Context: an optimization exercise on an open-source flow, tuned for small area, a short achievable clock period and few clock cycles. The choices shown serve that exercise and are no tape-out recipe. The RTL was checked by simulation tests, not by an equivalence proof against the original design. Power figures rest on the tool's default switching activity, not on a simulated workload.

File: config.mk
export PLATFORM = sky130hd
export DESIGN_NAME = xvcd_clkdiv
export DESIGN_NICKNAME = xvcd_clkdiv
export VERILOG_FILES = /design/flow/design.v
export SDC_FILE = /design/flow/constraint.sdc
export NUM_CORES = 4
export LEC_CHECK = 0
export ABC_CLOCK_PERIOD_IN_PS = 3300
export CAP_MARGIN = 20
export CORE_MARGIN = 2
export CORE_UTILIZATION = 40
export PLACE_DENSITY = 0.6
export SETUP_SLACK_MARGIN = 4.7
export SLEW_MARGIN = 20
File: constraint.sdc
create_clock -name core_clock -period 8.0 [get_ports {clk}]
set_input_delay 1.6000 -clock core_clock [delete_from_list [all_inputs] [get_ports {clk}]]
set_output_delay 1.6000 -clock core_clock [all_outputs]
set_load 0.01 [all_outputs]
File: design.v
module xvcd_clkdiv (
    input  wire        clk,
    input  wire        rst,           
    input  wire        in_valid,
    output reg         in_ready,
    input  wire [31:0] in_hz,         
    input  wire        in_hs,         
    output reg         out_valid,
    input  wire        out_ready,
    output wire [15:0] out_divisor,
    output wire [31:0] out_achieved,  
    output reg         out_base_high,
    output reg         out_clamped,
    output reg         out_err        
);
    localparam [22:0] M_STD = 23'd5_999_999;    
    localparam [2:0] S_WAIT  = 3'd0,    
                     S_SETUP = 3'd3,    
                     S_DIV1  = 3'd1,    
                     S_DIV2  = 3'd2,    
                     S_TAB   = 3'd4;    
    reg  [2:0]  state;
    reg         held;        
    reg  [22:0] rem;         
    reg  [4:0]  cnt;         
    reg  [22:0] den;         
    reg  [24:0] quo;         
    reg         m_bit;       
    reg  [4:0]  qlen;        
    reg         r_small;     
    wire waiting = (state == S_WAIT);
    wire setup   = (state == S_SETUP);
    wire accept  = in_valid && in_ready;
    assign out_divisor = den[15:0];
    reg [24:0] tab;
    always @(*) begin
        if (out_base_high)
            tab = den[2] ? 25'd6_000_000 :
                  den[1] ? (den[0] ? 25'd7_500_000  : 25'd10_000_000)
                         : (den[0] ? 25'd15_000_000 : 25'd30_000_000);
        else if (den[3])
            tab = den[2] ? (den[1] ? (den[0] ? 25'd375_000 : 25'd400_000)
                                   : (den[0] ? 25'd428_572 : 25'd461_539))
                         : (den[1] ? (den[0] ? 25'd500_000 : 25'd545_455)
                                   : (den[0] ? 25'd600_000 : 25'd666_667));
        else
            tab = den[2] ? (den[1] ? (den[0] ? 25'd750_000   : 25'd857_143)
                                   : (den[0] ? 25'd1_000_000 : 25'd1_200_000))
                         : (den[1] ? (den[0] ? 25'd1_500_000 : 25'd2_000_000)
                                   : (den[0] ? 25'd3_000_000 : 25'd6_000_000));
    end
    assign out_achieved = {7'd0, quo};
    wire [18:0] inc_c;
    assign inc_c[0] = 1'b1;
    genvar g;
    generate
        for (g = 0; g < 18; g = g + 1) begin : g_inc
            assign inc_c[g + 1] = &quo[g:0];
        end
    endgenerate
    wire [17:0] quo_inc = quo[17:0] ^ inc_c[17:0];
    function automatic ge_c(input [24:0] x, input [24:0] c);
        integer j;
        reg     r;
        begin
            r = 1'b1;
            for (j = 0; j < 25; j = j + 1)
                r = c[j] ? (x[j] & r) : (x[j] | r);
            ge_c = r;
        end
    endfunction
    wire [24:0] p_hz  = {cnt[1:0], rem};    
    wire        p_big = cnt[2];             
    wire        p_hs  = cnt[3];
    wire ge_92    = p_big | ge_c(p_hz, 25'd92);
    wire ge_2457  = p_big | ge_c(p_hz, 25'd2457);
    wire ge_6m    = p_big | ge_c(p_hz, 25'd6_000_000);
    wire gt_6m    = p_big | ge_c(p_hz, 25'd6_000_001);
    wire gt_30m   = p_big | ge_c(p_hz, 25'd30_000_001);
    wire ge_30m   = p_big | ge_c(p_hz, 25'd30_000_000);
    wire ge_15m   = p_big | ge_c(p_hz, 25'd15_000_000);
    wire ge_10m   = p_big | ge_c(p_hz, 25'd10_000_000);
    wire ge_7m5   = p_big | ge_c(p_hz, 25'd7_500_000);
    wire high     = p_hs & gt_6m;
    wire [2:0] hdiv = ge_30m ? 3'd0 : ge_15m ? 3'd1 : ge_10m ? 3'd2 :
                      ge_7m5 ? 3'd3 : 3'd4;
    wire is_div   = ge_92 & !ge_6m;
    reg [4:0] r_len;
    integer   i;
    always @(*) begin
        r_len = 5'd1;
        for (i = 1; i < 23; i = i + 1)
            if (rem[i]) r_len = i[4:0] + 5'd1;
    end
    wire [4:0]  len      = setup ? r_len : qlen + 5'd1;
    reg [4:0]  k_start;
    reg [22:0] rem_init;
    reg        m_init;
    always @(*) begin
        k_start  = 5'd0;
        rem_init = 23'd0;
        m_init   = 1'b0;
        for (i = 0; i < 23; i = i + 1)
            if (len == i[4:0] + 5'd1) begin
                k_start  = 5'd22 - i[4:0];
                rem_init = M_STD >> (23 - i);
                m_init   = M_STD[22 - i];
            end
    end
    wire [4:0]  cnt_dec = cnt - 5'd1;
    wire [23:0] rem_sh  = {rem, m_bit};
    wire [25:0] rem_add = {1'b0, rem_sh, 1'b1} + {2'b11, ~den, state != S_DIV2};
    wire [24:0] rem_sub = rem_add[25:1];
    wire        q_bit   = !rem_sub[24];
    wire [22:0] rem_nxt = q_bit ? rem_sub[22:0] : rem_sh[22:0];
    wire [24:0] q_next  = {6'd0, quo[17:0], q_bit};
    wire [24:0] q_fin   = q_bit ? {6'd0, quo_inc, 1'b0} : {6'd0, quo[17:0], 1'b1};
    wire        last    = (cnt == 5'd0);
    wire        quo_nz  = (quo[18:0] != 19'd0);
    wire        big_q   = (quo[18:3] != 16'd0);    
    wire        start2  = (state == S_DIV1) && last && big_q && !r_small;
    always @(posedge clk) begin
        if (waiting) begin
            if (accept) begin
                rem   <= in_hz[22:0];
                cnt   <= {1'b0, in_hs, in_hz[31:25] != 7'd0, in_hz[24:23]};
            end
        end else if (setup || start2) begin
            rem   <= rem_init;
            cnt   <= k_start;
            m_bit <= m_init;
        end else begin
            rem   <= rem_nxt;
            cnt   <= cnt_dec;
            m_bit <= M_STD[cnt_dec];
        end
    end
    always @(posedge clk) begin
        if (rst) begin
            state     <= S_WAIT;
            held      <= 1'b0;
            in_ready  <= 1'b1;
            out_valid <= 1'b0;
        end else begin
            case (state)
            S_WAIT: begin
                if (out_ready)
                    out_valid <= 1'b0;
                if ((accept || held) && (!out_valid || out_ready)) begin
                    held     <= 1'b0;
                    in_ready <= 1'b0;
                    state    <= S_SETUP;
                end else if (accept) begin
                    held     <= 1'b1;
                    in_ready <= 1'b0;
                end
            end
            S_SETUP: begin
                quo           <= 25'd0;
                qlen          <= 5'd0;
                den           <= rem;
                r_small       <= !ge_2457;
                out_err       <= !ge_92;
                out_base_high <= high;
                out_clamped   <= p_hs ? gt_30m : gt_6m;
                if (is_div) begin
                    state     <= S_DIV1;
                end else if (ge_6m) begin
                    den       <= high ? {20'd0, hdiv} : 23'd0;
                    state     <= S_TAB;
                end else begin
                    out_valid <= 1'b1;
                    in_ready  <= 1'b1;
                    state     <= S_WAIT;
                end
            end
            S_DIV1: begin
                if (last) begin
                    den <= q_next[15:0];
                    quo <= 25'd0;
                    if (start2) begin
                        state <= S_DIV2;
                    end else if (!r_small) begin
                        state <= S_TAB;
                    end else begin
                        quo       <= {2'd0, den};
                        out_valid <= 1'b1;
                        in_ready  <= 1'b1;
                        state     <= S_WAIT;
                    end
                end else begin
                    quo  <= q_next;
                    qlen <= quo_nz ? qlen + 5'd1 : {4'd0, q_bit};
                end
            end
            S_DIV2: begin
                quo <= q_next;
                if (last) begin
                    quo       <= q_fin;
                    out_valid <= 1'b1;
                    in_ready  <= 1'b1;
                    state     <= S_WAIT;
                end
            end
            default: begin   
                quo       <= tab;
                out_valid <= 1'b1;
                in_ready  <= 1'b1;
                state     <= S_WAIT;
            end
            endcase
        end
    end
endmodule
File: flow/run.sh
#!/bin/bash
# The standard layout (the standard.sh), with the port buffers that
# buffer_ports inserts at placement made the smallest plain buffer; the
# resizer still upsizes them where timing needs it.
set -euo pipefail
export BUFFER_PORTS_ARGS="-buffer_cell sky130_fd_sc_hd__buf_1"
bash standard.sh > standard.log 2>&1
File: standard.sh
#!/bin/bash
# synth_recipe.tcl (not shown) runs the flow's synth.tcl, then flattens the netlist and writes it again
# the make line also repeats each setting of config.mk as NAME=value (left out here)
make -C /OpenROAD-flow-scripts/flow DESIGN_CONFIG=/design/flow/config.mk WORK_HOME=/design/flow/orfs CLKGATE_MAP_FILE= SYNTH_SCRIPT=/design/flow/synth_recipe.tcl "${@:-finish}"
==> impl_metrics.csv, run 1 <==
group,metric,value,unit
run_status,outcome,"no timing/DRC/antenna violations",
synth,synthArstFlopShare,0,%
synth,ys_seq_area_share,31.6,%
worst_setup_path,rr_startpoint,"rem[8]",
global_routing,grt_pass1_vias,7912,
pwr,switching_share,51.2,%
global_routing,met2_usage,39.9,%
worst_setup_path,critical_path.max_fanout,14,
global_routing,overflow,0,
min_path,hold_class,"register to register",
final_layout,area_growth,12.1,%
timing,finalSetupViolCount,0,
clocking,cts_buffers,9,
routing,post_drt_wl_per_cell,22.4,µm
clocking,clk_path_buf_depth,2,
global_routing,antenna_found_initial,0,
die,die_h,150,µm
worst_setup_path,start_kind,"register",
timing,fmax,313,MHz
timing,fin_crit,3190,ps
pwr,pwr-share-comb,59.7,%
timing,hold_slack,515,ps
global_routing,grt_pass1_wl,46200,µm
placement,portBuffers,82,
pwr,p_seq_share,28.9,%
timing,rsz0062_at_grt,"yes",
routing,routed_via_density,6.48,
min_path,hold_start,"out_valid",
timing,post-route-period-util,39.9,%
pwr,p_int,1.85,mW
timing,setup_tns,0,ps
timing,tightest_slew,920,ps
pwr,clkPwrFrac,11.4,%
placement,dp_hpwl,21000,µm
routing,wirelength,30800,µm
synth,yosysWarnings,1,
synth,synth-edff-count,86,
worst_setup_path,required,8110,ps
die,die_w,150,µm
global_routing,grt_use_total,26.8,%
routing,drc,0,
clocking,cts_tree,"yes",
routing,routed-via-count,8903,
global_routing,met3_usage,4.06,%
pwr,pwr_density_cell,394,nW/µm²
clocking,cts_sinks,92,
timing,maxSlewHeadroom,38.7,%
timing,layout_setup_ws,4810,ps
die,core,21000,µm²
die,core.rowCount,53,
synth,ys_seq_elements,92,
die,top_level_ports,90,
routing,drtIter0Drc,1171,
synth,synthesis.area,8540,µm²
pwr,power_leakage,3.52,nW
synth,synth_cell_type_count,94,
final_layout,diodes,0,
final_layout,drive_gt1_share,11.1,%
synth,avgSynthCellArea,8.25,µm²
run,drv_cap,0,
worst_setup_path,crit_arrival,3300,ps
placement,post-place-ws,3770,ps
worst_setup_path,critPathLaunch,"rem[8]",
worst_setup_path,path_class,"register to register",
pwr,vdd_drop_max,0.157,mV
routing,postRouteAntennaNets,0,
synth,synth_flop_cell,"edfxtp_1",
global_routing,grt_max_degree,40,
global_routing,busiest_layer,"met2",
clocking,clock_latency,370,ps
worst_setup_path,end_kind,"register",
routing,first_pass_iters,8,
timing,drv_slew,0,
timing,hold_viol_final,0,
timing,finalClockSkew,13.5,ps
clocking,htreeDepth,3,
die,fp.dieArea,22500,µm²
placement,routabilityCongestion,0.960,
final_layout,fillerInstances,2090,
pwr,p_sw,1.93,mW
synth,netlist_instances,1035,
clocking,clk_pin_slew,80,ps
global_routing,use_met1,38.8,%
clocking,cts_root_buf,"clkbuf_16",
final_layout,finalNetCount,1177,
die,start_util,40.6,%
-- Yosys cell counts, types with 8 or more instances --
master,instances,area (µm²)
nand4_1,10,62.6
a31oi_1,11,68.8
nand2_1,93,349
inv_1,43,161
nor3_1,33,165
a211oi_1,23,173
a21oi_1,86,430
edfxtp_1,86,2580
a221oi_1,12,105
buf_2,18,90.1
o211ai_1,13,97.6
ha_1,45,563
a22oi_1,8,60.1
nor2b_1,8,50.1
buf_4,27,203
mux2i_1,12,120
clkbuf_1,41,154
xor2_1,13,114
nor2_1,88,330
nand2b_1,11,68.8
o21a_1,9,67.6
nor4_1,13,81.3
and3_1,16,100
xnor2_1,16,140
nand3_1,40,200
o21ai_0,86,430
-- kinds of logic (layout without fill, tap and decap cells) --
group                    count (synthesis)  after routing  synth area share, %
AO/OA/AOI/OAI                          361            361                 28.5
buffers and inverters                  138            195                 7.70
multiplexers                            13             13                 1.67
other                                    1              7               0.0439
adder cells (fa/ha/maj)                 47             47                 6.94
XOR/XNOR                                30             30                 3.16
flip-flops                              92             92                 31.6
AND/OR/NAND/NOR                        353            354                 20.3
-- power by group through the flow --
| stage | combinational [mW] | clock (mW) | sequential (mW) |
|---|---|---|---|
| 5_1_grt | 2.43 | 0.448 | 1.11 |
| 3_3_place_gp | 1.91 | 0 | 1.15 |
| 2_1_floorplan | 1.54 | 0 | 0.934 |
| 4_1_cts | 2.08 | 0.433 | 1.10 |
| 3_5_place_dp | 1.92 | 0 | 1.15 |
| 6_report | 2.26 | 0.431 | 1.09 |
-- placed cells by master (no fill, tap or decap), drive strengths merged, types with 6 or more instances in the layout --
cell type  count
mux2i         12
xor2          13
conb           7
ha            45
a21oi         88
buf          134
nand4         10
dfxtp          6
a222oi         7
a221o          7
a221oi        12
and3          16
o21ai         91
nand2         94
a211oi        25
nor4          14
inv           43
nor2          91
xnor2         17
a22oi          8
clkbuf        11
or3            7
a21o           7
nor2b          8
or2            9
o22ai          7
o31ai          7
nor3          34
o21a           9
nand2b        11
a31oi         11
nand3         40
edfxtp        86
o211ai        13
-- per-stage QoR --
| stage | instance area (µm²) | power (mW) | utilization [%] | cells |
|---|---|---|---|---|
| 5_1_grt | 9580 | 3.99 | 45.6 | 1374 |
| 3_5_place_dp | 8840 | 3.07 | 42.1 | 1319 |
| 6_report | 9580 | 3.78 | 45.6 | 1374 |
| 4_1_cts | 9360 | 3.61 | 44.5 | 1357 |
| 3_3_place_gp | 8840 | 3.06 | 42.1 | 1319 |
| 2_1_floorplan | 8570 | 2.47 | - | 1041 |
-- registers in the layout (all words and copies together) (netlist names) --
name / count
out_valid: 1
in_ready: 1
den: 23
qlen: 5
r_small: 1
out_err: 1
out_base_high: 1
m_bit: 1
held: 1
cnt: 5
out_clamped: 1
rem: 23
state: 3
quo: 25
-- path summary, 6_finish.rpt --
kind	endpoint	slack [ps]	cells after the start
worst max-delay path	rem[0]	4810	9
worst min-delay path	out_valid	510	2
worst max register to register	rem[0]	4810	9
worst min register to register	out_valid	510	2
-- layer usage --
layer  vias up  share of wire, %
met5         -                 0
met4         0               3.2
met3        81                10
met2       565                44
met1      4238                42
li1       4019                 -
-- cell type report --
type / count / area (µm²) / share of cell area [%]
repair buffers: 134 / 727 / 7.59
clock buffers: 11 / 243 / 2.53
clock inverters: 5 / 36.3 / 0.379
flip-flops and latches: 92 / 2710 / 28.2
multi-input cells: 812 / 5340 / 55.8
inverters: 45 / 181 / 1.89
well taps: 275 / 344 / 3.59
-- repair_timing --
item / CTS / global route
gates resized for setup: 17 / 17
gates cloned: 1 / 0
hold buffers: 0 / 0
pin swaps: 3 / 5
endpoints found under the setup margin: 48 / 37
setup buffers: 21 / 17
endpoints found under the hold margin: 0 / 0
-- critical path: stages, from the launching register on --
cell and delay (ps):
edfxtp_1 480, buf_4 200, or2_2 280, a2111oi_0 440, a21oi_1 240, nor2_4 370, nand2_1 220, o2bb2ai_1 180
o32ai_1 440, nor2_1 70
Testbench counts, summed over its fixed seeds: cycles 16,329.
==> inputs of run 2 (changes only) <==
--- a/config.mk
+++ b/config.mk
@@ -8,7 +8,7 @@
 export ABC_CLOCK_PERIOD_IN_PS = 3300
 export CAP_MARGIN = 20
 export CORE_MARGIN = 2
-export CORE_UTILIZATION = 40
-export PLACE_DENSITY = 0.6
+export CORE_UTILIZATION = 50
+export PLACE_DENSITY = 0.65
 export SETUP_SLACK_MARGIN = 4.7
 export SLEW_MARGIN = 20
==> run 2 against run 1 <==
  * Still clean on timing, DRC and antenna
  * First-iteration DRC count fell by 12%
  * Critical path depth rose by 3
  * Register-to-register slack barely moved
  * Final area fell by 1.4%
  * Die area fell by 19%
  * Synthesized cell count did not move
  * Critical path type unchanged
  * Largest cell class unchanged
  * Highest routed layer unchanged
==> impl_metrics.csv, run 2 <==
group,metric,value,unit
run_status,outcome,"no timing/DRC/antenna violations",
synth,synthArstFlopShare,0,%
worst_setup_path,r2r_setup_slack,4820,ps
placement,portBuffers,82,
clocking,cts_sinks,92,
final_layout,layout.cells.most_common,"nand2_1",
pwr,pwr_density_cell,390,nW/µm²
synth,synth_top_family_by_area,"compound AO/OA/AOI/OAI gates",
final_layout,multi_input_area,5330,µm²
routing,drtIter0Drc,1028,
timing,maxSlewHeadroom,44.5,%
placement,dp.cells,1265,
global_routing,overflow,0,
routing,routed_via_density,6.59,
worst_setup_path,critical_path.max_fanout,19,
global_routing,grt_pass1_vias,7730,
final_layout,finalNetCount,1175,
final_layout,stdcell_count,1317,
synth,synth_cell_type_count,94,
final_layout,final_cell_mix,"nand2_1 (92), o21ai_0 (86), edfxtp_1 (86), nor2_1 (85), a21oi_1 (85)",
synth,synth_top_area_share,30.2,%
final_layout,max_flop_register,"quo",
synth,synthTopCellsByArea,"edfxtp_1 (30%), ha_1 (6.6%), a21oi_1 (5.0%)",
clocking,cts_tree,"yes",
timing,drv_slew,0,
synth,netlist.top_cell.by_area,"edfxtp_1",
global_routing,grt_max_degree,40,
timing,tightest_slew,832,ps
routing,first_pass_iters,6,
clocking,clock_latency,370,ps
placement,routabilityCongestion,0.912,
worst_setup_path,path_class,"register to register",
routing,drc,0,
worst_setup_path,crit_arrival,3380,ps
timing,fmax,315,MHz
routing,routed-via-count,8678,
synth,synthAdderAreaFrac,6.94,%
synth,ys_seq_area_share,31.6,%
final_layout,diodes,0,
placement,dp_hpwl,20900,µm
synth,synth-edff-count,86,
clocking,htreeDepth,3,
clocking,clk_pin_slew,70,ps
die,die_w,135,µm
synth,yosysWarnings,1,
synth,synth_compound_area_share,28.5,%
synth,netlist_instances,1035,
synth,synth_mux_area_share,1.67,%
clocking,cts_buffers,9,
run,drv_cap,0,
die,fp.dieArea,18100,µm²
min_path,hold_class,"register to register",
die,top_level_ports,90,
die,start_util,51.3,%
timing,hold_viol_final,0,
clocking,clk_path_buf_depth,2,
pwr,vdd_drop_max,0.224,mV
timing,fin_crit,3180,ps
routing,post_drt_wl_per_cell,22.1,µm
synth,synthTopCellsByCount,"nand2_1 (93), nor2_1 (88), a21oi_1 (86), edfxtp_1 (86), o21ai_0 (86)",
worst_setup_path,required,8210,ps
synth,ys_seq_elements,92,
timing,post-route-period-util,39.7,%
final_layout,largest_reg_flops,25,
timing,rsz0062_at_grt,"yes",
timing,finalClockSkew,11.8,ps
global_routing,antenna_found_initial,0,
pwr,power_leakage,3.51,nW
synth,synthesis.area,8540,µm²
global_routing,grt_use_total,31.9,%
synth,synth_xor_xnor_area_share,3.16,%
synth,avgSynthCellArea,8.25,µm²
routing,postRouteAntennaNets,0,
worst_setup_path,end_kind,"register",
clocking,cts_hold_buf,0,
die,core,16600,µm²
clocking,cts_root_buf,"clkbuf_16",
routing,wirelength,29200,µm
worst_setup_path,start_kind,"register",
die,core.rowCount,47,
final_layout,drive_gt1_share,10.7,%
synth,synth.most_common_cell,"nand2_1",
synth,synthSimpleGateAreaFrac,20.3,%
final_layout,fillerInstances,1579,
final_layout,final-seq-area,2710,µm²
synth,synth_flop_cell,"edfxtp_1",
global_routing,grt_pass1_wl,44600,µm
die,die_h,135,µm
final_layout,reg_top3,"quo (25), den (23), rem (23)",
final_layout,area_growth,10.6,%
timing,setup_tns,0,ps
timing,finalSetupViolCount,0,
## run 2: power breakdown
part / total [mW] / switching (mW) / leakage (nW) / internal, mW
Sequential: 1.09 / 0.312 / 0.870 / 0.776
Combinational: 2.17 / 1.35 / 2.50 / 0.822
Clock: 0.428 / 0.210 / 0.145 / 0.218
Total: 3.68 / 1.87 / 3.51 / 1.82
## run 2: layer usage
metal  part of all wire [%]  up-vias  GRT usage, %
li1                       -     4044             -
met1                     42     4044          44.2
met2                     46      518          50.8
met3                    8.3       72          4.84
met4                    3.3        0          11.5
met5                      0        -             0
## run 2: cell type report
type	instances	area share [%]
sequential	92	28.6
tap	220	2.91
timing repair buffer	130	7.15
clock inverter	7	0.649
inverter	45	1.89
multi-input combinational	814	56.4
clock buffer	9	2.38
## run 2: worst max-delay path: stages (launching register included)
cell      delay, ps
edfxtp_1        550
inv_1           190
ha_1            280
nand2b_1        140
nor3_2          130
buf_4           290
nand3_1         220
o21ai_1         200
buf_4           250
o21ai_0         260
a21oi_1         210
o21ai_0         120
o21bai_1        160
## run 2: metrics by stage
stage / hold WS [ps] / setup WS [ps] / instance area, µm² / utilization, % / total power, mW
final: 515 / 4820 / 9450 / 56.8 / 3.68
after global routing: 545 / 4640 / 9450 / 56.8 / 3.92
after CTS: 512 / 4670 / 9200 / 55.3 / 3.51
after detailed placement: 498 / 3520 / 8780 / 52.8 / 3.03
after global placement: 502 / 3710 / 8780 / 52.8 / 3.02
after floorplan: 519 / 4710 / 8570 / - / 2.47
## run 2: what timing repair did
action / 4_1_cts / 5_1_grt
setup buffers: 9 / 24
pin swaps: 3 / 4
gates cloned: 1 / 2
setup endpoints to repair: 45 / 37
gates resized for setup: 16 / 12
## run 2: kinds of logic (layout without fill, tap and decap cells)
kind of cell	Yosys count	count (layout)
AOI/OAI and AO/OA	361	361
xor gates and xnor gates	30	30
adders and majority gates	47	47
buffers and inverters	138	191
DFF	92	92
muxes	13	13
other	1	7
and+or+nand+nor	353	356
## run 2: path summary, 6_finish.rpt
| path | startpoint | end | cells after the start |
|---|---|---|---|
| min | out_valid | out_valid | 2 |
| max | cnt[1] | rem[1] | 12 |
| min reg2reg | out_valid | out_valid | 2 |
| max reg2reg | cnt[1] | rem[1] | 12 |
==> inputs of run 3 (changes only) <==
--- a/config.mk
+++ b/config.mk
@@ -5,10 +5,10 @@
 export SDC_FILE = /design/flow/constraint.sdc
 export NUM_CORES = 4
 export LEC_CHECK = 0
-export ABC_CLOCK_PERIOD_IN_PS = 3300
+export ABC_CLOCK_PERIOD_IN_PS = 3400
 export CAP_MARGIN = 20
 export CORE_MARGIN = 2
 export CORE_UTILIZATION = 50
 export PLACE_DENSITY = 0.65
-export SETUP_SLACK_MARGIN = 4.7
+export SETUP_SLACK_MARGIN = 4.6
 export SLEW_MARGIN = 20
==> run 3 against run 2 <==
  * Critical path type unchanged
  * Worst setup slack got worse by 140 ps
  * Final area decreased by 1.1%
  * Count of clock-buffer cells in the layout unchanged
  * Critical path depth decreased by 4
  * Clock power about the same
  * Fmax decreased by 4.1%
  * Synthesized cell count unchanged
  * Clock skew increased by 1.6 ps
  * Largest power group unchanged
  * Global-route usage about the same
  * Wire length decreased by 0.30%
  * Combinational power decreased by 3%
==> impl_metrics.csv, run 3 <==
group,metric,value,unit
synth,ys_seq_area_share,31.6,%
final_layout,finalNetCount,1163,
synth,ys_seq_elements,92,
placement,dp_hpwl,20900,µm
worst_setup_path,start_kind,"register",
final_layout,reg_top3,"quo (25), den (23), rem (23)",
placement,portBuffers,82,
final_layout,largest_reg_flops,25,
timing,post-route-period-util,41.4,%
timing,rsz0062_at_grt,"yes",
synth,synthArstFlopShare,0,%
die,core,16600,µm²
routing,drc,0,
run,drv_cap,0,
worst_setup_path,end_kind,"register",
global_routing,grt_pass1_vias,7708,
final_layout,area_growth,9.36,%
timing,hold_slack,515,ps
clocking,cts_root_buf,"clkbuf_16",
final_layout,layout.cells.most_common,"nand2_1",
global_routing,overflow,0,
pwr,power_leakage,3.46,nW
worst_setup_path,critical_path.max_fanout,20,
worst_setup_path,cpPeakStageDelay,600,ps
final_layout,drive_gt1_share,9.22,%
synth,synth.most_common_cell,"nand2_1",
global_routing,grt_max_degree,40,
worst_setup_path,required,8100,ps
synth,synth_cell_type_count,94,
timing,hold_viol_final,0,
synth,netlist.top_cell.by_area,"edfxtp_1",
worst_setup_path,crit_chain,"nand3b_1 -> nor4_1 -> a21oi_1 -> buf_4 -> nor2_1 -> o2bb2ai_1 -> o32ai_1 -> nor2_1",
routing,drtIter0Drc,1109,
pwr,vdd_drop_max,0.224,mV
clocking,htreeDepth,3,
global_routing,grt_use_total,31.9,%
synth,synth_flop_cell,"edfxtp_1",
timing,fmax,302,MHz
worst_setup_path,critPathSlowestCell,"nand3b_1",
synth,synth-edff-count,86,
die,die_w,135,µm
clocking,clock_latency,370,ps
timing,finalSetupViolCount,0,
worst_setup_path,crit_arrival,3410,ps
clocking,cts_buffers,9,
die,start_util,51.3,%
synth,synthTopCellsByArea,"edfxtp_1 (30%), ha_1 (6.6%), a21oi_1 (5.0%)",
worst_setup_path,path_common_cell,"nor2_1",
die,core.rowCount,47,
routing,first_pass_iters,7,
placement,routabilityCongestion,0.912,
timing,setup_tns,0,ps
routing,wirelength,29100,µm
timing,fin_crit,3310,ps
clocking,clk_path_buf_depth,2,
pwr,pwr_density_cell,391,nW/µm²
clocking,clk_pin_slew,70,ps
run_status,outcome,"no timing/DRC/antenna violations",
synth,synthesis.area,8540,µm²
worst_setup_path,path_class,"register to register",
synth,yosysWarnings,1,
global_routing,grt_pass1_wl,44600,µm
clocking,cts_tree,"yes",
die,die_h,135,µm
clocking,cts_sinks,92,
final_layout,max_flop_register,"quo",
synth,netlist_instances,1035,
final_layout,utilization,56.1,%
timing,tightest_slew,829,ps
synth,avgSynthCellArea,8.25,µm²
global_routing,antenna_found_initial,0,
clocking,cts_hold_buf,0,
die,top_level_ports,90,
final_layout,diodes,0,
routing,routed_via_density,6.57,
routing,post_drt_wl_per_cell,22.3,µm
min_path,hold_class,"register to register",
timing,maxSlewHeadroom,44.8,%
die,fp.dieArea,18100,µm²
routing,routed-via-count,8575,
timing,drv_slew,0,
routing,postRouteAntennaNets,0,
timing,finalClockSkew,13.5,ps
synth,synthTopCellsByCount,"nand2_1 (93), nor2_1 (88), a21oi_1 (86), edfxtp_1 (86), o21ai_0 (86)",
synth,synth_top_area_share,30.2,%
final_layout,final_cell_mix,"nand2_1 (92), nor2_1 (86), o21ai_0 (86), edfxtp_1 (86), a21oi_1 (85)",
[run 3: cell counts after synthesis]
Identical to the previous run, type by type.
[run 3: area by class of cell]
cell class	instances	area, µm²
clock buffers	9	225
clock inverters	7	61.3
fillers	1572	7300
inverters	45	175
multi-input cells	813	5300
flip-flops and latches	92	2710
well taps	220	275
repair buffers	119	602
[run 3: worst max-delay path: cells and delay by family (launching register included)]
family                 cells  cell delay (ps)
buffers and inverters      1              230
flip-flops                 1              550
AO/OA/AOI/OAI              3              690
AND/OR/NAND/NOR            4             1580
[run 3: repair_timing]
action / 4_1_cts / 5_1_grt
buffers inserted: 9 / 13
pin swaps: 3 / 1
resized for setup: 14 / 7
cloned: 1 / 1
setup endpoints to repair: 45 / 30
[run 3: routing by layer]
metal | global-route usage [%] | vias to the layer above | part of all wire, %
met5 | 0 | - | 0
met4 | 11.5 | 0 | 3.2
met3 | 4.80 | 72 | 8.5
met2 | 50.7 | 496 | 46
met1 | 44.3 | 4006 | 42
li1 | - | 4001 | -
[run 3: metrics by stage]
stage | instance area, µm² | instances | setup WS, ps | total power, mW
after floorplan | 8570 | 1041 | 4710 | 2.47
after global placement | 8780 | 1265 | 3710 | 3.02
after detailed placement | 8780 | 1265 | 3520 | 3.03
after CTS | 9190 | 1291 | 4630 | 3.51
after global routing | 9340 | 1305 | 4550 | 3.88
final | 9340 | 1305 | 4690 | 3.65
[run 3: path summary, 6_finish.rpt]
kind | from | depth (start not counted) | slack (ps) | to
hold / removal | out_valid | 2 | 510 | out_valid
setup / recovery | state[1] | 8 | 4690 | rem[0]
hold reg to reg | out_valid | 2 | 510 | out_valid
setup reg to reg | state[1] | 8 | 4690 | rem[0]
[run 3: logic make-up after synthesis]
logic type | Yosys count | share of synthesized area [%]
flip-flops | 92 | 31.6
other | 1 | 0.0439
AO/OA/AOI/OAI | 361 | 28.5
adder cells (fa/ha/maj) | 47 | 6.94
XOR/XNOR | 30 | 3.16
multiplexers | 13 | 1.67
buffers and inverters | 138 | 7.70
AND/OR/NAND/NOR | 353 | 20.3
[run 3: power breakdown]
| group | total, mW | internal [mW] | switching [mW] |
|---|---|---|---|
| Sequential | 1.11 | 0.775 | 0.337 |
| Clock | 0.430 | 0.218 | 0.211 |
| Combinational | 2.11 | 0.799 | 1.31 |
| Total | 3.65 | 1.79 | 1.86 |
==> inputs of run 4 (changes only) <==
--- a/config.mk
+++ b/config.mk
@@ -5,10 +5,10 @@
 export SDC_FILE = /design/flow/constraint.sdc
 export NUM_CORES = 4
 export LEC_CHECK = 0
-export ABC_CLOCK_PERIOD_IN_PS = 3400
+export ABC_CLOCK_PERIOD_IN_PS = 3050
 export CAP_MARGIN = 20
 export CORE_MARGIN = 2
 export CORE_UTILIZATION = 50
 export PLACE_DENSITY = 0.65
-export SETUP_SLACK_MARGIN = 4.6
+export SETUP_SLACK_MARGIN = 4.95
 export SLEW_MARGIN = 20
==> run 4 against run 3 <==
  * Sequential share of layout area is 2.1 points lower
  * Sequential cell count unchanged
  * Highest routed layer unchanged
  * Critical path type unchanged
  * Count of clock-buffer cells in the layout up 1
  * Final cell count is 3.9% higher
  * Power up 11%
  * Via count grew 6.6%
  * Critical endpoint unchanged
  * Sequential power is essentially flat
  * Critical path depth is 1 lower
==> impl_metrics.csv, run 4 <==
group,metric,value,unit
run_status,outcome,"no timing/DRC/antenna violations",
clocking,cts_buffers,9,
clocking,cts_root_buf,"clkbuf_16",
final_layout,layout.cells.most_common,"nand2_1",
synth,synth-edff-count,86,
final_layout,diodes,0,
routing,postRouteAntennaNets,0,
synth,synthArstFlopShare,0,%
final_layout,reg_top3,"quo (25), den (23), rem (23)",
routing,post_drt_wl_per_cell,23.0,µm
synth,synth_top_area_share,30.2,%
die,die_w,135,µm
timing,setup_tns,0,ps
global_routing,antenna_found_initial,0,
final_layout,drive_gt1_share,16.5,%
placement,dp_hpwl,20800,µm
final_layout,largest_reg_flops,25,
die,core.rowCount,47,
pwr,vdd_drop_max,0.197,mV
routing,first_pass_iters,6,
routing,routed_via_density,6.74,
synth,synth_cell_type_count,94,
worst_setup_path,r2r_setup_slack,4950,ps
final_layout,finalNetCount,1214,
synth,yosysWarnings,1,
routing,drtIter0Drc,1406,
min_path,hold_class,"register to register",
timing,finalSetupViolCount,0,
global_routing,grt_max_degree,40,
synth,ys_seq_elements,92,
final_layout,postLayoutCellArea,10100,µm²
global_routing,grt_pass1_wl,46400,µm
placement,routabilityCongestion,0.973,
timing,rsz0062_at_grt,"yes",
clocking,clk_pin_slew,70,ps
synth,ys_seq_area_share,31.6,%
pwr,pwr_density_cell,402,nW/µm²
placement,portBuffers,82,
global_routing,overflow,0,
final_layout,max_flop_register,"quo",
die,start_util,51.3,%
timing,layout_setup_ws,4950,ps
timing,drv_slew,0,
timing,maxSlewHeadroom,44.4,%
run,drv_cap,0,
placement,post-place-ws,3570,ps
worst_setup_path,required,8100,ps
global_routing,grt_pass1_vias,7914,
worst_setup_path,cpPeakStageDelay,540,ps
timing,tightest_slew,831,ps
worst_setup_path,start_kind,"register",
synth,netlist.top_cell.by_area,"edfxtp_1",
timing,hold_slack,516,ps
clocking,clock_latency,360,ps
final_layout,utilization,60.5,%
synth,synthTopCellsByArea,"edfxtp_1 (30%), ha_1 (6.6%), a21oi_1 (5.0%)",
die,fp.dieArea,18100,µm²
worst_setup_path,path_class,"register to register",
die,top_level_ports,90,
worst_setup_path,crit_chain,"buf_4 -> or3_1 -> nor4b_4 -> o32a_1 -> o221ai_1 -> o32ai_2 -> nor2_1",
clocking,clk_path_buf_depth,2,
placement,placed_cell_area,8780,µm²
synth,avgSynthCellArea,8.25,µm²
clocking,cts_tree,"yes",
routing,wirelength,31200,µm
timing,fmax,328,MHz
die,die_h,135,µm
routing,drc,0,
synth,synthesis.area,8540,µm²
timing,finalClockSkew,10.1,ps
synth,synth.most_common_cell,"nand2_1",
final_layout,final_cell_mix,"nand2_1 (91), edfxtp_1 (86), a21oi_1 (83), o21ai_0 (82), buf_1 (82)",
synth,synthTopCellsByCount,"nand2_1 (93), nor2_1 (88), a21oi_1 (86), edfxtp_1 (86), o21ai_0 (86)",
clocking,htreeDepth,3,
worst_setup_path,critPathSlowestCell,"o32a_1",
timing,fin_crit,3050,ps
synth,netlist_instances,1035,
final_layout,area_growth,17.9,%
worst_setup_path,critical_path.max_fanout,11,
worst_setup_path,crit_arrival,3150,ps
pwr,power_leakage,3.76,nW
timing,post-route-period-util,38.1,%
worst_setup_path,end_kind,"register",
synth,synth_flop_cell,"edfxtp_1",
clocking,cts_sinks,92,
timing,hold_viol_final,0,
routing,routed-via-count,9145,
final_layout,fillerInstances,1489,
die,core,16600,µm²
global_routing,grt_use_total,33.1,%
run 4: cell counts after synthesis:
Identical to the previous run, type by type.
run 4: critical path: cells and delay by family (launching register included):
family          cells  cell delay (ps)
compound gates      3             1090
simple gates        3             1000
flops               1              490
buf+inv             1              200
run 4: per-layer routing:
metal	up-vias	part of all wire (%)	wire, µm	track usage [%]
met1	4264	40	12600	46.3
met5	-	0	0	0
li1	4102	-	-	-
met3	103	9.9	3100	4.32
met2	676	46	14200	52.3
met4	0	4.2	1300	12.8
run 4: final cells by class:
cell class	instances	area [µm²]	area share, %
multi-input combinational	815	5560	55.2
sequential	92	2710	26.9
clock inverter	6	119	1.18
clock buffer	10	229	2.27
timing repair buffer	168	996	9.89
tap	220	275	2.73
inverter	45	181	1.80
run 4: logic make-up (layout without fill, tap and decap cells):
logic type	after synthesis	after routing	share of synthesized area, %
compound gates	361	362	28.5
mux	13	13	1.67
xor+xnor	30	30	3.16
buf+inv	138	229	7.70
simple gates	353	356	20.3
other cells	1	7	0.0439
fa+ha+maj	47	47	6.94
flops	92	92	31.6
run 4: report_power, final:
part	internal, mW	switching [mW]	total (mW)
registers	0.776	0.301	1.08
logic	0.977	1.48	2.46
clock network	0.310	0.201	0.511
total	2.06	1.98	4.05
run 4: path summary, 6_finish.rpt:
kind               end  depth (start not counted)      start
max             rem[0]                          7    rem[12]
min          out_valid                          2  out_valid
max reg2reg     rem[0]                          7    rem[12]
min reg2reg  out_valid                          2  out_valid
run 4: stage by stage:
step,std cells,total power [mW]
final,1356,4.05
after global routing,1356,4.28
after CTS,1313,3.70
after detailed placement,1263,3.03
after global placement,1263,3.02
after floorplan,1041,2.48
run 4: repair_timing:
action / 4_1_cts / 5_1_grt
hold buffers: 0 / 0
setup endpoints to repair: 50 / 49
setup buffers: 31 / 41
gates cloned: 3 / 2
gates resized for setup: 32 / 45
pin swaps: 7 / 15
==> inputs of run 5 (changes only) <==
--- a/config.mk
+++ b/config.mk
@@ -5,10 +5,10 @@
 export SDC_FILE = /design/flow/constraint.sdc
 export NUM_CORES = 4
 export LEC_CHECK = 0
-export ABC_CLOCK_PERIOD_IN_PS = 3050
+export ABC_CLOCK_PERIOD_IN_PS = 2900
 export CAP_MARGIN = 20
 export CORE_MARGIN = 2
 export CORE_UTILIZATION = 50
 export PLACE_DENSITY = 0.65
-export SETUP_SLACK_MARGIN = 4.95
+export SETUP_SLACK_MARGIN = 5.0
 export SLEW_MARGIN = 20
==> run 5 against run 4 <==
  * Still clean
  * Register-to-register slack improved by 40 ps
  * Clock skew increased by 1.2 ps
  * Sequential cell count did not move
  * Power rose by 0.78%
  * Clock power fell by about 10%
  * Synthesized cell count stayed put
  * Sequential power fell by 4%
  * Non-clock buffer count increased by 13
  * Sequential share of layout area shrank 0.39 points
  * Critical endpoint is now rem[1]
  * Highest routed layer unchanged
==> impl_metrics.csv, run 5 <==
group,metric,value,unit
run_status,outcome,"no timing/DRC/antenna violations",
routing,drtIter0Drc,1149,
timing,fmax,332,MHz
global_routing,overflow,0,
synth,synth-edff-count,86,
clocking,cts_tree,"yes",
timing,maxSlewHeadroom,27.9,%
final_layout,final_cell_mix,"buf_4 (92), nand2_1 (91), edfxtp_1 (86), a21oi_1 (82), buf_1 (82)",
placement,dp.cells,1266,
die,die_w,135,µm
synth,synth_top_area_share,30.2,%
timing,fin_crit,3010,ps
die,core,16600,µm²
timing,post-route-period-util,37.6,%
synth,netlist_instances,1035,
clocking,clock_latency,360,ps
routing,routed_via_density,6.71,
placement,portBuffers,82,
final_layout,diodes,0,
timing,hold_viol_final,0,
min_path,hold_class,"register to register",
final_layout,stdcell_count,1368,
timing,finalSetupViolCount,0,
clocking,clk_path_buf_depth,2,
routing,wirelength,31300,µm
global_routing,antenna_found_initial,0,
timing,drv_slew,0,
timing,tightest_slew,1070,ps
pwr,vdd_drop_max,0.196,mV
worst_setup_path,end_kind,"register",
final_layout,reg_top3,"quo (25), den (23), rem (23)",
final_layout,drive_gt1_share,18.6,%
synth,synth_cell_type_count,94,
placement,routabilityCongestion,0.959,
worst_setup_path,start_kind,"register",
die,die_h,135,µm
die,top_level_ports,90,
synth,synthArstFlopShare,0,%
clocking,htreeDepth,3,
synth,ys_seq_elements,92,
routing,postRouteAntennaNets,0,
clocking,clk_pin_slew,70,ps
clocking,cts_root_buf,"clkbuf_16",
worst_setup_path,crit_arrival,3100,ps
clocking,cts_sinks,92,
pwr,power_leakage,3.82,nW
worst_setup_path,path_class,"register to register",
worst_setup_path,required,8090,ps
timing,finalClockSkew,11.3,ps
global_routing,grt_pass1_vias,8055,
global_routing,grt_max_degree,29,
timing,setup_tns,0,ps
synth,synthesis.area,8540,µm²
final_layout,layout.cells.most_common,"buf_4",
clocking,cts_buffers,9,
worst_setup_path,critical_path.max_fanout,18,
synth,ys_seq_area_share,31.6,%
synth,synthTopCellsByCount,"nand2_1 (93), nor2_1 (88), a21oi_1 (86), edfxtp_1 (86), o21ai_0 (86)",
global_routing,grt_use_total,33.0,%
die,fp.dieArea,18100,µm²
synth,avgSynthCellArea,8.25,µm²
die,start_util,51.3,%
synth,netlist.top_cell.by_area,"edfxtp_1",
synth,synth_flop_cell,"edfxtp_1",
final_layout,largest_reg_flops,25,
run,drv_cap,0,
timing,rsz0062_at_grt,"yes",
final_layout,max_flop_register,"quo",
clocking,cts_hold_buf,0,
placement,dp_hpwl,21200,µm
synth,yosysWarnings,1,
synth,synth.most_common_cell,"nand2_1",
pwr,pwr_density_cell,399,nW/µm²
routing,post_drt_wl_per_cell,22.8,µm
final_layout,area_growth,19.6,%
routing,first_pass_iters,9,
routing,drc,0,
global_routing,grt_pass1_wl,46200,µm
die,core.rowCount,47,
synth,synthTopCellsByArea,"edfxtp_1 (30%), ha_1 (6.6%), a21oi_1 (5.0%)",
final_layout,finalNetCount,1226,
routing,routed-via-count,9177,
## run 5: cell counts after synthesis
Identical to the previous run, type by type.
## run 5: logic make-up after synthesis
family,Yosys count,share of synthesized area [%]
AO/OA/AOI/OAI,361,28.5
AND/OR/NAND/NOR,353,20.3
buffers and inverters,138,7.70
flip-flops,92,31.6
adder cells (fa/ha/maj),47,6.94
XOR/XNOR,30,3.16
multiplexers,13,1.67
other,1,0.0439
## run 5: final cells by class
class / instances / area [µm²]
clock buffer: 11 / 243
clock inverter: 5 / 60.1
fill: 1506 / 6420
inverter: 45 / 179
multi-input combinational: 814 / 5630
sequential: 92 / 2710
tap: 220 / 275
timing repair buffer: 181 / 1120
## run 5: power by group
part	total, mW	switching, mW	internal (mW)
clock network	0.459	0.205	0.253
logic	2.58	1.55	1.03
registers	1.04	0.263	0.775
## run 5: what timing repair did
action | 4_1_cts | 5_1_grt
buffers inserted | 46 | 36
endpoints found under the setup margin | 50 | 46
gates resized for setup | 39 | 62
pin swaps | 7 | 18
gates cloned | 2 | 2
## run 5: worst paths after layout
path             start        end  slack (ps)  depth (start not counted)
max            den[12]     rem[1]        4990                         12
min          out_valid  out_valid         510                          2
min reg2reg  out_valid  out_valid         510                          2
max reg2reg    den[12]     rem[1]        4990                         12
## run 5: worst max-delay path, stage by stage, from the launching register on
cell and delay (ps):
edfxtp_1 400, inv_1 60, ha_1 300, a211oi_4 260
o211ai_1 150, a221oi_2 330, o211ai_1 140, buf_6 170
or2_4 270, buf_12 170, mux2i_4 190, o21ai_0 100
o21bai_1 180
## run 5: routing by layer
layer / global-route usage (%) / vias to the layer above / wire [µm]
met5: 0 / - / 0
met4: 15.9 / 0 / 1690
met3: 5.14 / 113 / 3220
met2: 50.4 / 652 / 13900
met1: 45.7 / 4292 / 12500
li1: - / 4120 / -
## run 5: metrics by stage
step	hold WS [ps]	cell area (µm²)	worst slack, ps	total power [mW]	util [%]
floorplan	519	8590	5010	2.48	-
global placement	494	8800	3980	3.04	52.9
detailed placement	502	8800	3740	3.04	52.9
CTS	511	9670	4890	3.72	58.1
global route	532	10200	4910	4.29	61.4
finish	513	10200	4990	4.08	61.4
==> inputs of run 6 (changes only) <==
--- a/config.mk
+++ b/config.mk
@@ -5,10 +5,11 @@
 export SDC_FILE = /design/flow/constraint.sdc
 export NUM_CORES = 4
 export LEC_CHECK = 0
-export ABC_CLOCK_PERIOD_IN_PS = 2900
+export ABC_CLOCK_PERIOD_IN_PS = 3200
 export CAP_MARGIN = 20
 export CORE_MARGIN = 2
 export CORE_UTILIZATION = 50
 export PLACE_DENSITY = 0.65
-export SETUP_SLACK_MARGIN = 5.0
+export SETUP_SLACK_MARGIN = 4.8
 export SLEW_MARGIN = 20
+export TNS_END_PERCENT = 10
==> run 6 against run 5 <==
  * Still clean
  * Critical path depth shrank 2
  * Clock power about the same
  * Sequential share of layout area increased by 1.9 points
  * Non-clock buffer count fell by 52
  * Final cell count shrank 3.8%
  * Count of clock-buffer cells in the layout is the same
  * Power down 8.0%
  * Critical path type unchanged
  * Largest cell class unchanged
==> impl_metrics.csv, run 6 <==
group,metric,value,unit
routing,drtIter0Drc,1251,
synth,synthTopCellsByArea,"edfxtp_1 (30%), ha_1 (6.6%), a21oi_1 (5.0%)",
global_routing,grt_pass1_vias,7688,
final_layout,finalNetCount,1174,
final_layout,fillerInstances,1539,
final_layout,final_cell_mix,"nand2_1 (91), edfxtp_1 (86), a21oi_1 (85), o21ai_0 (85), nor2_1 (84)",
die,core.rowCount,47,
worst_setup_path,worst_r2r_path_depth,10,
global_routing,grt_use_total,32.1,%
timing,tightest_slew,955,ps
worst_setup_path,end_kind,"register",
placement,dp_hpwl,20900,µm
timing,drv_slew,0,
final_layout,layout.cells.most_common,"nand2_1",
synth,synthesis.area,8540,µm²
synth,synthSimpleGateAreaFrac,20.3,%
timing,rsz0062_at_grt,"yes",
synth,synth-edff-count,86,
final_layout,final-seq-area,2710,µm²
final_layout,stdcell_count,1316,
die,die_h,135,µm
timing,finalClockSkew,11.0,ps
synth,avgSynthCellArea,8.25,µm²
timing,hold_viol_final,0,
clocking,clk_path_buf_depth,2,
timing,maxSlewHeadroom,36.3,%
global_routing,antenna_found_initial,0,
timing,fin_crit,3180,ps
routing,first_pass_iters,9,
timing,post-route-period-util,39.8,%
final_layout,multi_input_area,5370,µm²
routing,routed-via-count,8732,
global_routing,grt_pass1_wl,44700,µm
placement,portBuffers,82,
routing,wirelength,29900,µm
final_layout,area_growth,11.3,%
synth,ys_seq_area_share,31.6,%
worst_setup_path,endpoint,"quo[15]",
clocking,htreeDepth,3,
global_routing,use_met1,45.1,%
synth,synthAdderAreaFrac,6.94,%
timing,layout_setup_ws,4820,ps
placement,dp.cells,1263,
worst_setup_path,r2r_setup_slack,4820,ps
synth,synth_mux_area_share,1.67,%
clocking,cts_root_buf,"clkbuf_16",
synth,synthArstFlopShare,0,%
synth,ys_seq_elements,92,
synth,synth.most_common_cell,"nand2_1",
synth,netlist.top_cell.by_area,"edfxtp_1",
global_routing,grt_max_degree,40,
pwr,power_leakage,3.53,nW
run,drv_cap,0,
pwr,vdd_drop_max,0.201,mV
die,die_w,135,µm
die,start_util,51.3,%
synth,synth_top_family_by_area,"compound AO/OA/AOI/OAI gates",
synth,synth_flop_cell,"edfxtp_1",
synth,synth_cell_type_count,94,
worst_setup_path,required,8100,ps
clocking,cts_hold_buf,0,
worst_setup_path,path_class,"register to register",
worst_setup_path,critPathSlowestCell,"edfxtp_1",
clocking,clk_pin_slew,80,ps
synth,synth_top_area_share,30.2,%
placement,post-place-ws,3540,ps
timing,setup_tns,0,ps
worst_setup_path,cpPeakStageDelay,520,ps
synth,synthTopCellsByCount,"nand2_1 (93), nor2_1 (88), a21oi_1 (86), edfxtp_1 (86), o21ai_0 (86)",
final_layout,max_flop_register,"quo",
clocking,cts_buffers,9,
worst_setup_path,reg2reg_to,"quo[15]",
final_layout,largest_reg_flops,25,
worst_setup_path,critPathLaunch,"rem[13]",
timing,finalSetupViolCount,0,
global_routing,met3_usage,5.26,%
global_routing,busiest_layer,"met2",
routing,drc,0,
worst_setup_path,start_kind,"register",
die,fp.dieArea,18100,µm²
synth,netlist_instances,1035,
timing,fmax,314,MHz
final_layout,diodes,0,
global_routing,overflow,0,
routing,postRouteAntennaNets,0,
global_routing,met2_usage,49.4,%
worst_setup_path,crit_arrival,3280,ps
clocking,clock_latency,370,ps
synth,yosysWarnings,1,
clocking,cts_tree,"yes",
worst_setup_path,rr_startpoint,"rem[13]",
die,top_level_ports,90,
clocking,cts_sinks,92,
synth,synth_xor_xnor_area_share,3.16,%
routing,post_drt_wl_per_cell,22.7,µm
placement,routabilityCongestion,0.939,
worst_setup_path,crit_chain,"ha_1 -> nand4_1 -> nor2_2 -> nand3_1 -> a211oi_4 -> buf_4 -> o21ai_4 -> o31a_1 -> o21ai_0 -> a22oi_1",
final_layout,reg_top3,"quo (25), den (23), rem (23)",
die,core,16600,µm²
worst_setup_path,critical_path.max_fanout,12,
final_layout,drive_gt1_share,11.1,%
routing,routed_via_density,6.64,
run_status,outcome,"no timing/DRC/antenna violations",
synth,synth_compound_area_share,28.5,%
min_path,hold_class,"register to register",
pwr,pwr_density_cell,395,nW/µm²
[run 6: cell counts after synthesis]
No cell type changed its count.
[run 6: worst min-delay path by stage]
stage | end | startpoint | depth (start not counted)
floorplan | out_valid | out_valid | 2
global placement | out_valid | out_valid | 2
detailed placement | out_valid | out_valid | 2
CTS | out_valid | out_valid | 2
global route | out_valid | out_valid | 2
finish | out_valid | out_valid | 2
[run 6: cells by family after synthesis]
group                      count (synthesis)
AOI/OAI and AO/OA                        361
and+or+nand+nor                          353
buffers and inverters                    138
DFF                                       92
adders and majority gates                 47
xor gates and xnor gates                  30
muxes                                     13
other                                      1
[run 6: metrics by stage]
stage          hold WS (ps)  area [µm²]  utilization [%]  power (mW)
6_report                503        9510             57.2        3.75
5_1_grt                 549        9510             57.2        3.97
4_1_cts                 511        9270             55.7        3.57
3_5_place_dp            501        8770             52.7        3.03
3_3_place_gp            497        8770             52.7        3.03
2_1_floorplan           519        8570                -        2.47
[run 6: where the power goes]
| group | internal (mW) | switching (mW) |
|---|---|---|
| Sequential | 0.775 | 0.318 |
| Combinational | 0.833 | 1.37 |
| Clock | 0.245 | 0.212 |
| Total | 1.85 | 1.90 |
[run 6: critical path: cells and delay by family (launching register included)]
| kind | cells | cell delay, ps |
|---|---|---|
| AOI/OAI and AO/OA | 5 | 990 |
| adders and majority gates | 1 | 410 |
| buffers and inverters | 1 | 210 |
| DFF | 1 | 520 |
| and+or+nand+nor | 3 | 770 |
[run 6: area by class of cell]
| class | count | area share (%) |
|---|---|---|
| sequential | 92 | 28.5 |
| clock inverter | 5 | 0.566 |
| inverter | 45 | 1.84 |
| timing repair buffer | 129 | 7.02 |
| multi-input combinational | 814 | 56.4 |
| clock buffer | 11 | 2.78 |
| tap | 220 | 2.89 |
[run 6: repair_timing]
item,4_1_cts,5_1_grt
hold endpoints to repair,0,0
pin swaps,4,2
buffers inserted,14,20
gates resized for setup,18,19
setup endpoints to repair,45,49
gates cloned,2,1
[run 6: routing by layer]
layer,part of all wire [%],vias to the layer above
met4,4.0,0
met2,45,607
li1,-,4017
met3,9.8,91
met5,0,-
met1,41,4017
==> inputs of run 7 (changes only) <==
--- a/config.mk
+++ b/config.mk
@@ -12,4 +12,3 @@
 export PLACE_DENSITY = 0.65
 export SETUP_SLACK_MARGIN = 4.8
 export SLEW_MARGIN = 20
-export TNS_END_PERCENT = 10
==> run 7 against run 6 <==
  * Largest cell class unchanged
  * Synthesized cell count unchanged
  * Fmax down 0.64%
  * Largest power group unchanged
  * Non-clock buffer count up 4
  * Combinational power up 2%
  * Clock skew up 2.0 ps
  * Critical endpoint is now quo[18]
  * Die area unchanged
  * Sequential share of layout area down 0.25 points
  * Sequential cell count unchanged
==> impl_metrics.csv, run 7 <==
group,metric,value,unit
timing,fin_crit,3200,ps
final_layout,diodes,0,
die,start_util,51.3,%
worst_setup_path,required,8100,ps
min_path,hold_class,"register to register",
routing,route.met3.wl,2630,µm
clocking,cts_hold_buf,0,
synth,synthArstFlopShare,0,%
synth,synth_compound_area_share,28.5,%
final_layout,layout.cells.most_common,"nand2_1",
pwr,power_leakage,3.55,nW
synth,synth_mux_area_share,1.67,%
routing,post_drt_wl_per_cell,22.7,µm
synth,netlist.top_cell.by_area,"edfxtp_1",
clocking,clock_latency,370,ps
pwr,vdd_drop_max,0.204,mV
worst_setup_path,crit_chain,"ha_1 -> nand3_1 -> nor4_2 -> and3_1 -> nand2_1 -> nor2_1 -> and3_1 -> ha_1 -> o211ai_1 -> xnor2_1 -> a21oi_1 -> a31oi_1",
clocking,cts_buffers,9,
routing,drtIter0Drc,1276,
die,fp.dieArea,18100,µm²
die,core,16600,µm²
placement,dp_hpwl,20900,µm
routing,routed-via-count,8751,
clocking,clk_pin_slew,70,ps
run,drv_cap,0,
global_routing,grt_pass1_vias,7744,
placement,dp.cells,1263,
synth,synthSimpleGateAreaFrac,20.3,%
final_layout,finalNetCount,1178,
die,die_h,135,µm
clocking,cts_tree,"yes",
routing,drc,0,
timing,maxSlewHeadroom,41.4,%
synth,synth_cell_type_count,94,
die,top_level_ports,90,
routing,first_pass_iters,6,
synth,synth-edff-count,86,
synth,synthAdderAreaFrac,6.94,%
global_routing,grt_use_total,32.2,%
synth,yosysWarnings,1,
synth,synth.most_common_cell,"nand2_1",
synth,synthTopCellsByCount,"nand2_1 (93), nor2_1 (88), a21oi_1 (86), edfxtp_1 (86), o21ai_0 (86)",
final_layout,area_growth,12.3,%
final_layout,reg_top3,"quo (25), den (23), rem (23)",
final_layout,drive_gt1_share,12.0,%
routing,wl_met1,12500,µm
pwr,pwr_density_cell,395,nW/µm²
routing,routed.top_layer,"met4",
worst_setup_path,critical_path.max_fanout,5,
die,die_w,135,µm
global_routing,antenna_found_initial,0,
clocking,clk_path_buf_depth,2,
timing,fmax,312,MHz
synth,synthTopCellsByArea,"edfxtp_1 (30%), ha_1 (6.6%), a21oi_1 (5.0%)",
timing,rsz0062_at_grt,"yes",
synth,synth_xor_xnor_area_share,3.16,%
timing,finalSetupViolCount,0,
placement,portBuffers,82,
timing,post-route-period-util,40.0,%
synth,avgSynthCellArea,8.25,µm²
die,core.rowCount,47,
final_layout,largest_reg_flops,25,
clocking,cts_sinks,92,
timing,drv_slew,0,
clocking,cts_root_buf,"clkbuf_16",
worst_setup_path,critPathSlowestCell,"nor4_2",
global_routing,grt_pass1_wl,44900,µm
global_routing,overflow,0,
worst_setup_path,path_class,"register to register",
final_layout,final_cell_mix,"nand2_1 (91), edfxtp_1 (86), a21oi_1 (85), o21ai_0 (85)",
synth,netlist_instances,1035,
final_layout,stdcell_count,1320,
routing,wirelength,29900,µm
clocking,htreeDepth,3,
timing,finalClockSkew,13.0,ps
synth,ys_seq_elements,92,
timing,hold_viol_final,0,
final_layout,max_flop_register,"quo",
placement,routabilityCongestion,0.939,
timing,setup_tns,0,ps
synth,synth_flop_cell,"edfxtp_1",
worst_setup_path,crit_arrival,3310,ps
worst_setup_path,start_kind,"register",
timing,tightest_slew,879,ps
routing,postRouteAntennaNets,0,
worst_setup_path,cpPeakStageDelay,600,ps
run_status,outcome,"no timing/DRC/antenna violations",
worst_setup_path,end_kind,"register",
synth,synth_top_family_by_area,"compound AO/OA/AOI/OAI gates",
routing,wl_met2,13500,µm
routing,routed_via_density,6.63,
global_routing,grt_max_degree,40,
timing,hold_slack,503,ps
synth,synth_top_area_share,30.2,%
synth,ys_seq_area_share,31.6,%
synth,synthesis.area,8540,µm²
==> run 7: routing by layer <==
metal | global-route usage (%) | vias to the layer above
li1 | - | 4037
met1 | 45.0 | 4078
met2 | 49.7 | 545
met3 | 5.11 | 91
met4 | 13.7 | 0
met5 | 0 | -
==> run 7: cell type report <==
class                      instances  area [µm²]
clock inverter                     5        53.8
fill                            1530        7050
inverter                          45         178
multi-input combinational        814        5410
timing repair buffer             133         707
tap                              220         275
sequential                        92        2710
clock buffer                      11         264
==> run 7: path summary, 6_finish.rpt <==
path | start | end | slack [ps] | depth (start not counted)
worst max-delay path | quo[1] | quo[18] | 4800 | 12
worst min-delay path | out_valid | out_valid | 500 | 2
worst max register to register | quo[1] | quo[18] | 4800 | 12
worst min register to register | out_valid | out_valid | 500 | 2
==> run 7: cells by family after synthesis <==
group,count (synthesis)
AOI/OAI and AO/OA,361
and+or+nand+nor,353
buffers and inverters,138
DFF,92
adders and majority gates,47
xor gates and xnor gates,30
muxes,13
other,1
==> run 7: metrics by stage <==
step | utilization (%) | power, mW | worst slack (ps) | area (µm²)
after global routing | 57.7 | 4.00 | 4740 | 9600
final | 57.7 | 3.79 | 4800 | 9600
after floorplan | - | 2.47 | 4790 | 8570
after detailed placement | 52.7 | 3.03 | 3540 | 8770
after CTS | 56.0 | 3.58 | 4820 | 9310
after global placement | 52.7 | 3.03 | 3730 | 8770
==> run 7: where the power goes <==
| group | total (mW) | leakage, nW | internal (mW) | switching [mW] |
|---|---|---|---|---|
| Combinational | 2.25 | 2.53 | 0.853 | 1.40 |
| Sequential | 1.08 | 0.870 | 0.775 | 0.309 |
| Clock | 0.458 | 0.156 | 0.245 | 0.213 |
==> run 7: worst max-delay path, delay by kind of cell (launching register included) <==
family | cells | cell delay (ps)
AOI/OAI and AO/OA | 3 | 390
adders and majority gates | 2 | 410
and+or+nand+nor | 6 | 1520
xor gates and xnor gates | 1 | 160
DFF | 1 | 480
==> run 7: what timing repair did <==
action / in CTS / in global routing
gates cloned: 2 / 1
pin swaps: 4 / 9
resized for setup: 23 / 25
setup endpoints to repair: 45 / 48
hold endpoints to repair: 0 / 0
buffers inserted: 16 / 22
==> inputs of run 8 (changes only) <==
--- a/config.mk
+++ b/config.mk
@@ -12,3 +12,4 @@
 export PLACE_DENSITY = 0.65
 export SETUP_SLACK_MARGIN = 4.8
 export SLEW_MARGIN = 20
+export TNS_END_PERCENT = 40
==> run 8 against run 7 <==
  * Final area is 0.50% lower
  * Die area stayed put
  * Wire length fell by 0.91%
  * Clock skew barely moved
  * Worst setup slack better by 50 ps
  * Global-route usage fell by 0.080 points
  * Critical path depth unchanged
  * Count of clock-buffer cells in the layout unchanged
==> impl_metrics.csv, run 8 <==
group,metric,value,unit
routing,routed_via_density,6.64,
clocking,cts_tree,"yes",
routing,first_pass_iters,5,
run_status,outcome,"no timing/DRC/antenna violations",
worst_setup_path,end_kind,"register",
synth,ys_seq_area_share,31.6,%
worst_setup_path,reg2reg_to,"quo[18]",
timing,finalSetupViolCount,0,
synth,yosysWarnings,1,
worst_setup_path,required,8100,ps
timing,maxSlewHeadroom,41.9,%
global_routing,antenna_found_initial,0,
global_routing,met3_usage,5.03,%
pwr,power_leakage,3.53,nW
final_layout,layout.cells.most_common,"nand2_1",
timing,tightest_slew,872,ps
synth,synth_top_area_share,30.2,%
worst_setup_path,rr_startpoint,"quo[1]",
synth,synth-edff-count,86,
synth,synth_cell_type_count,94,
routing,wirelength,29700,µm
routing,drtIter0Drc,1211,
synth,avgSynthCellArea,8.25,µm²
synth,netlist.top_cell.by_area,"edfxtp_1",
worst_setup_path,worst_r2r_path_depth,12,
clocking,cts_buffers,9,
timing,hold_slack,507,ps
placement,routabilityCongestion,0.939,
min_path,hold_class,"register to register",
min_path,hold_start,"out_valid",
global_routing,use_met1,45.0,%
clocking,clock_latency,370,ps
die,fp.dieArea,18100,µm²
global_routing,busiest_layer,"met2",
timing,post-route-period-util,39.4,%
synth,ys_seq_elements,92,
worst_setup_path,path_class,"register to register",
worst_setup_path,critical_path.max_fanout,5,
worst_setup_path,r2r_setup_slack,4850,ps
synth,synthTopCellsByCount,"nand2_1 (93), nor2_1 (88), a21oi_1 (86), edfxtp_1 (86), o21ai_0 (86)",
clocking,clk_pin_slew,70,ps
timing,drv_slew,0,
clocking,clk_path_buf_depth,2,
synth,synthArstFlopShare,0,%
timing,hold_viol_final,0,
final_layout,drive_gt1_share,11.6,%
global_routing,grt_use_total,32.1,%
die,die_w,135,µm
clocking,htreeDepth,3,
routing,routed-via-count,8743,
die,top_level_ports,90,
final_layout,largest_reg_flops,25,
timing,finalClockSkew,13.4,ps
final_layout,max_flop_register,"quo",
global_routing,grt_max_degree,40,
clocking,cts_sinks,92,
final_layout,finalNetCount,1174,
worst_setup_path,start_kind,"register",
placement,dp_hpwl,20900,µm
timing,rsz0062_at_grt,"yes",
global_routing,grt_pass1_wl,44700,µm
global_routing,grt_pass1_vias,7719,
timing,setup_tns,0,ps
final_layout,diodes,0,
timing,layout_setup_ws,4850,ps
run,drv_cap,0,
synth,synthTopCellsByArea,"edfxtp_1 (30%), ha_1 (6.6%), a21oi_1 (5.0%)",
synth,synthesis.area,8540,µm²
synth,netlist_instances,1035,
clocking,cts_hold_buf,0,
die,start_util,51.3,%
worst_setup_path,crit_arrival,3250,ps
die,core,16600,µm²
clocking,cts_root_buf,"clkbuf_16",
final_layout,area_growth,11.8,%
timing,fmax,317,MHz
timing,fin_crit,3150,ps
global_routing,met2_usage,49.2,%
die,core.rowCount,47,
routing,postRouteAntennaNets,0,
final_layout,final_cell_mix,"nand2_1 (91), edfxtp_1 (86), nor2_1 (84), a21oi_1 (84), o21ai_0 (84)",
routing,post_drt_wl_per_cell,22.5,µm
routing,drc,0,
placement,post-place-ws,3540,ps
synth,synth_flop_cell,"edfxtp_1",
global_routing,overflow,0,
final_layout,stdcell_count,1316,
pwr,vdd_drop_max,0.204,mV
final_layout,reg_top3,"quo (25), den (23), rem (23)",
die,die_h,135,µm
placement,portBuffers,82,
worst_setup_path,endpoint,"quo[18]",
pwr,pwr_density_cell,393,nW/µm²
synth,synth.most_common_cell,"nand2_1",
worst_setup_path,critPathLaunch,"quo[1]",
placement,dp.cells,1263,
## run 8: cell counts after synthesis
No cell type changed its count.
## run 8: logic make-up (layout without fill, tap and decap cells)
kind of cell	Yosys count	in the layout	synth area share [%]
compound gates	361	361	28.5
simple gates	353	356	20.3
buf+inv	138	190	7.70
flops	92	92	31.6
fa+ha+maj	47	47	6.94
xor+xnor	30	30	3.16
mux	13	13	1.67
other cells	1	7	0.0439
## run 8: critical path, cell delays in order, from the launching register on
cell and delay, ps:
edfxtp_1 470, ha_1 210, nand3_1 200, nor4_2 580, and3_1 280, nand2_1 120
nor2_1 140, and3_1 170, ha_1 190, o211ai_1 150, xnor2_1 160, a21oi_1 150
a31oi_1 70
## run 8: where the power goes
| part | leakage (nW) | switching (mW) | internal [mW] |
|---|---|---|---|
| sequential | 0.870 | 0.313 | 0.776 |
| clock | 0.156 | 0.212 | 0.245 |
| combinational | 2.50 | 1.37 | 0.837 |
| total | 3.53 | 1.90 | 1.86 |
## run 8: layout make-up
cell class / instances / area, µm²
clock buffer: 11 / 264
multi-input combinational: 814 / 5400
timing repair buffer: 129 / 677
clock inverter: 5 / 53.8
tap: 220 / 275
sequential: 92 / 2710
fill: 1543 / 7090
inverter: 45 / 175
## run 8: worst min path at each step
stage                     end  depth (start not counted)
floorplan           out_valid                          2
global placement    out_valid                          2
detailed placement  out_valid                          2
CTS                 out_valid                          2
global route        out_valid                          2
finish              out_valid                          2
## run 8: what timing repair did
item                       CTS  global route
resized for setup           19            27
setup endpoints to repair   45            49
cloned                       2             1
buffers inserted            15            19
pin swaps                    4             3
## run 8: layer usage
| metal | part of all wire [%] | vias to the layer above | routed length [µm] |
|---|---|---|---|
| met1 | 41 | 4021 | 12100 |
| li1 | - | 4017 | - |
| met3 | 9.7 | 104 | 2880 |
| met2 | 45 | 601 | 13300 |
| met4 | 4.6 | 0 | 1370 |
| met5 | 0 | - | 0 |
## run 8: metrics by stage
stage	util [%]	total power, mW	cell area [µm²]
after detailed placement	52.7	3.03	8770
final	57.4	3.75	9550
after floorplan	-	2.47	8570
after global routing	57.4	3.98	9550
after global placement	52.7	3.03	8770
after CTS	55.8	3.57	9280

-- re-timing with driven ports --
Ports are ideal in the flow. The routed layouts listed here were re-timed in OpenROAD.
Step 1 (the two cells are an assumption about what drives the block):
set clk [get_ports {clk}]
set_driving_cell -lib_cell sky130_fd_sc_hd__clkbuf_16 $clk
set_driving_cell -lib_cell sky130_fd_sc_hd__buf_2 [delete_from_list [all_inputs] $clk]
Step 2 times the ports against the registers' clock, not the clock port: input delays grow and output delays shrink by t, the midpoint of the rising clock arrivals with the driver on.
Three values: ideal ports, drivers, drivers and shift; two values: the first two.
| run | t (ns) | slack for setup (ns) | worst setup path after step 2 |
|---|---|---|---|
| run 1 | 0.410 | 4.810 / 4.810 / 4.810 | register to register |
| run 2 | 0.406 | 4.825 / 4.825 / 4.825 | register to register |
| run 3 | 0.407 | 4.687 / 4.687 / 4.687 | register to register |
| run 4 | 0.401 | 4.953 / 4.953 / 4.953 | register to register |
| run 5 | 0.396 | 4.991 / 4.991 / 4.743 | input to register |
| run 6 | 0.406 | 4.817 / 4.817 / 4.817 | register to register |
| run 7 | 0.407 | 4.797 / 4.797 / 4.797 | register to register |
| run 8 | 0.409 | 4.847 / 4.844 / 4.847 | register to register |
After both steps every run listed still meets setup and hold. For run 5, which loses most, drivers alone change the setup slack by 0.000 ns; drivers and shift together by -0.248 ns.
